Source: an optimization exercise on an open RTL-to-GDS flow (aim: small area, a short achievable clock period and few clock cycles). Production flows keep margins and buffers that such runs may drop.
Only simulation tests tie the RTL to the original design; equivalence was not proved.
Power figures rest on the tool's default switching activity, not on a simulated workload.

Setup of run 2:
Design chillhub_rx, start of the top module:
module chillhub_rx (
    input  wire        clk,
    input  wire        rst,
    input  wire        in_valid,
    output wire        in_ready,
    input  wire [1:0]  in_op,       
    input  wire [7:0]  in_data,     
    input  wire [1:0]  in_class,    
    input  wire [15:0] in_cb,       
    output reg         ev_valid,
    output reg  [1:0]  ev_type,     
    output reg  [15:0] ev_cb,
    output wire [1:0]  ev_class,
    output wire [7:0]  ev_symbol,
    output wire [2:0]  ev_kind,
    output wire [7:0]  ev_len,
    output reg  [7:0]  ev_data,
    output reg  [2:0]  ev_code
);
    localparam SLOTS  = 10;
    localparam [7:0] STX = 8'hFF;
    localparam [7:0] ESC = 8'hFE;
    localparam [1:0] C_FRIDGE = 2'd0, C_ALARM = 2'd1, C_TIME = 2'd2, C_CLOUD = 2'd3;
    localparam [2:0] K_U8 = 3'd0, K_BOOL = 3'd1, K_U16 = 3'd2, K_U32 = 3'd3,
                     K_STRING = 3'd4, K_TIME4 = 3'd5;
    localparam [2:0] DG_CHECKSUM = 3'd2, DG_UNKNOWN = 3'd3, DG_FULL = 3'd4;
    localparam [1:0] OP_BYTE = 2'd0, OP_REG = 2'd1, OP_REMOVE = 2'd2;
    integer i;
    reg             q_v;
    reg             q_byte, q_reg, q_rem;     
    reg [7:0]       q_d;
    reg [1:0]       q_c;
    reg [15:0]      q_cb;
    reg             q_esc;        
    reg             q_stx;        
    reg             q_lo;         
    reg [SLOTS-1:0] q_key;        
    reg             rdy;          
    reg        st_stx, st_len, st_pay, st_hi, st_lo;
    reg        esc;
    reg [5:0]  k;             
    reg [5:0]  rem;           
    reg [13:0] sum;           
    reg        hi_ok;         
  ...
export LEC_CHECK = 0
export ABC_CLOCK_PERIOD_IN_PS = 2500
export CAP_MARGIN = 20
export CORE_MARGIN = 2
export CORE_UTILIZATION = 55
export CTS_BUF_LIST = sky130_fd_sc_hd__clkbuf_8
export CTS_CLUSTER_DIAMETER = 50
export CTS_CLUSTER_SIZE = 15
export PLACE_DENSITY = 0.7
export SETUP_SLACK_MARGIN = 2.6
export SLEW_MARGIN = 20
create_clock -name core_clock -period 5.0 [get_ports {clk}]
run.sh (not shown) runs the stock make flow with config.mk's settings and CLKGATE_MAP_FILE= SYNTH_SCRIPT=/design/flow/synth_recipe.tcl, a recipe that flattens the netlist after the stock synthesis.
Testbench counts of run 2, summed over its fixed seeds: cycles 14,173.
Setup changes, run 2 to run 3
Settings: CTS_BUF_LIST: sky130_fd_sc_hd__clkbuf_8 -> sky130_fd_sc_hd__clkbuf_8 sky130_fd_sc_hd__clkbuf_16; CTS_CLUSTER_SIZE: 15 -> 20; CTS_CLUSTER_DIAMETER: 50 -> 60.
==> results.txt <==
- Share of total power consumed by net switching in run 3 is 1.1 points below run 2.
- The total detailed-routing wirelength on run 2 is in line with that on run 3.
- The register-to-register slack of run 3 is lower than that of run 2.
- Max power attributed to the clock group across run 2 and run 3: run 2
- Clock power share: run 3 vs run 2 down 0.2 points
- Of run 2 and run 3, run 2 shows the higher non-clock buffer count, with run 3 below it.


Another version of the RTL of chillhub_rx (not shown whole).
Size in the first run: roughly 930 flip-flops, roughly 83 I/O pins, about 0.038 sq mm of cells after synthesis.
// chillhub_rx
module chillhub_rx (
    input  wire        clk,
    input  wire        rst,
    input  wire        in_valid,
    output wire        in_ready,
    input  wire [1:0]  in_op,       
    input  wire [7:0]  in_data,     
    input  wire [1:0]  in_class,    
    input  wire [15:0] in_cb,       
    output reg         ev_valid,
    output reg  [1:0]  ev_type,     
    output reg  [15:0] ev_cb,
    output wire [1:0]  ev_class,
    output wire [7:0]  ev_symbol,
    output wire [2:0]  ev_kind,
    output wire [7:0]  ev_len,
    output reg  [7:0]  ev_data,
    output reg  [2:0]  ev_code
);
clock: 5.0 ns
lec_check: 0
abc_area: 1
cap_margin: 20
core_margin: 2
core_utilization: 70
cts_buf_list: sky130_fd_sc_hd__clkbuf_8
cts_cluster_diameter: 50
cts_cluster_size: 15
place_density: 0.82
setup_slack_margin: 2.5
slew_margin: 20
Testbench counts at the start, summed over its fixed seeds: cycles 14,173.
Edit:
- CORE_UTILIZATION: 70 -> 55
- PLACE_DENSITY: 0.82 -> 0.7
=> Combinational power falls slightly; clock power came out higher by roughly a tenth; synthesized cell count is unchanged; synthesized area stays the same; non-clock buffer count fell by 7; wire length grows slightly; clock-buffer cell count grows by 7; utilization is lower by 16 points; setup slack gets better by 81 ps.
Edit:
- CAP_MARGIN: 20 -> 40
- SLEW_MARGIN: 20 -> 65
Effect:
- The new run completed without violations
- register-to-register slack barely changes
- sequential share of layout area fell by 0.78 points
- via count fell slightly
- cell area rose slightly
Edit:
- CAP_MARGIN: 40 -> 20
- SETUP_SLACK_MARGIN: 2.5 -> 2.6
- SLEW_MARGIN: 65 -> 20
Final area rose by 0.92%. Sequential power stays flat. Power rises by 2.5%. Synthesized area is unchanged. Hold slack gains 9.4 ps. Clock power is higher by 6.3%. Sequential share of layout area goes down by 0.59 points.

port drivers added, routing unchanged:
The results above use ideal ports. As a check the final layouts listed here were re-extracted and re-timed, cells and wires unchanged. Step 1 sets driving cells, clkbuf_16 on the clock port and buf_2 on the other inputs (assumed; they add their load-dependent delay and slew). Step 2 adds t to the input delays and takes it off the output delays; t is the mean of the earliest and latest rising clock arrival at the registers after step 1. Input paths then give back, and output paths get back, about the clock's delay inside the block. a / b / c = no drivers / after step 1 / after step 2; a / b = the first two.
| run | t, ns | setup WS [ns] | latest minus earliest clock arrival (ns) | worst data-port slew with drivers (ns) |
|---|---|---|---|---|
| run 2 | 0.773 | 2.366 / 2.366 / 1.902 | 0.056 / 0.056 | 0.05 |
| run 3 | 0.705 | 2.348 / 2.348 / 1.879 | 0.040 / 0.039 | 0.05 |
| the first run of note 2 | 0.760 | 2.384 / 2.384 / 1.843 | 0.050 / 0.051 | 0.05 |
| the second run of note 2 | 0.769 | 2.465 / 2.465 / 1.829 | 0.055 / 0.054 | 0.09 |
| the third run of note 2 | 0.767 | 2.468 / 2.418 / 1.972 | 0.049 / 0.050 | 0.10 |
| the fourth run of note 2 | 0.781 | 2.541 / 2.516 / 1.822 | 0.065 / 0.065 | 0.04 |
After both steps every run listed still meets setup and hold. For the fourth run of note 2, which loses most, drivers alone change the setup slack by -0.025 ns; drivers and shift together by -0.719 ns.
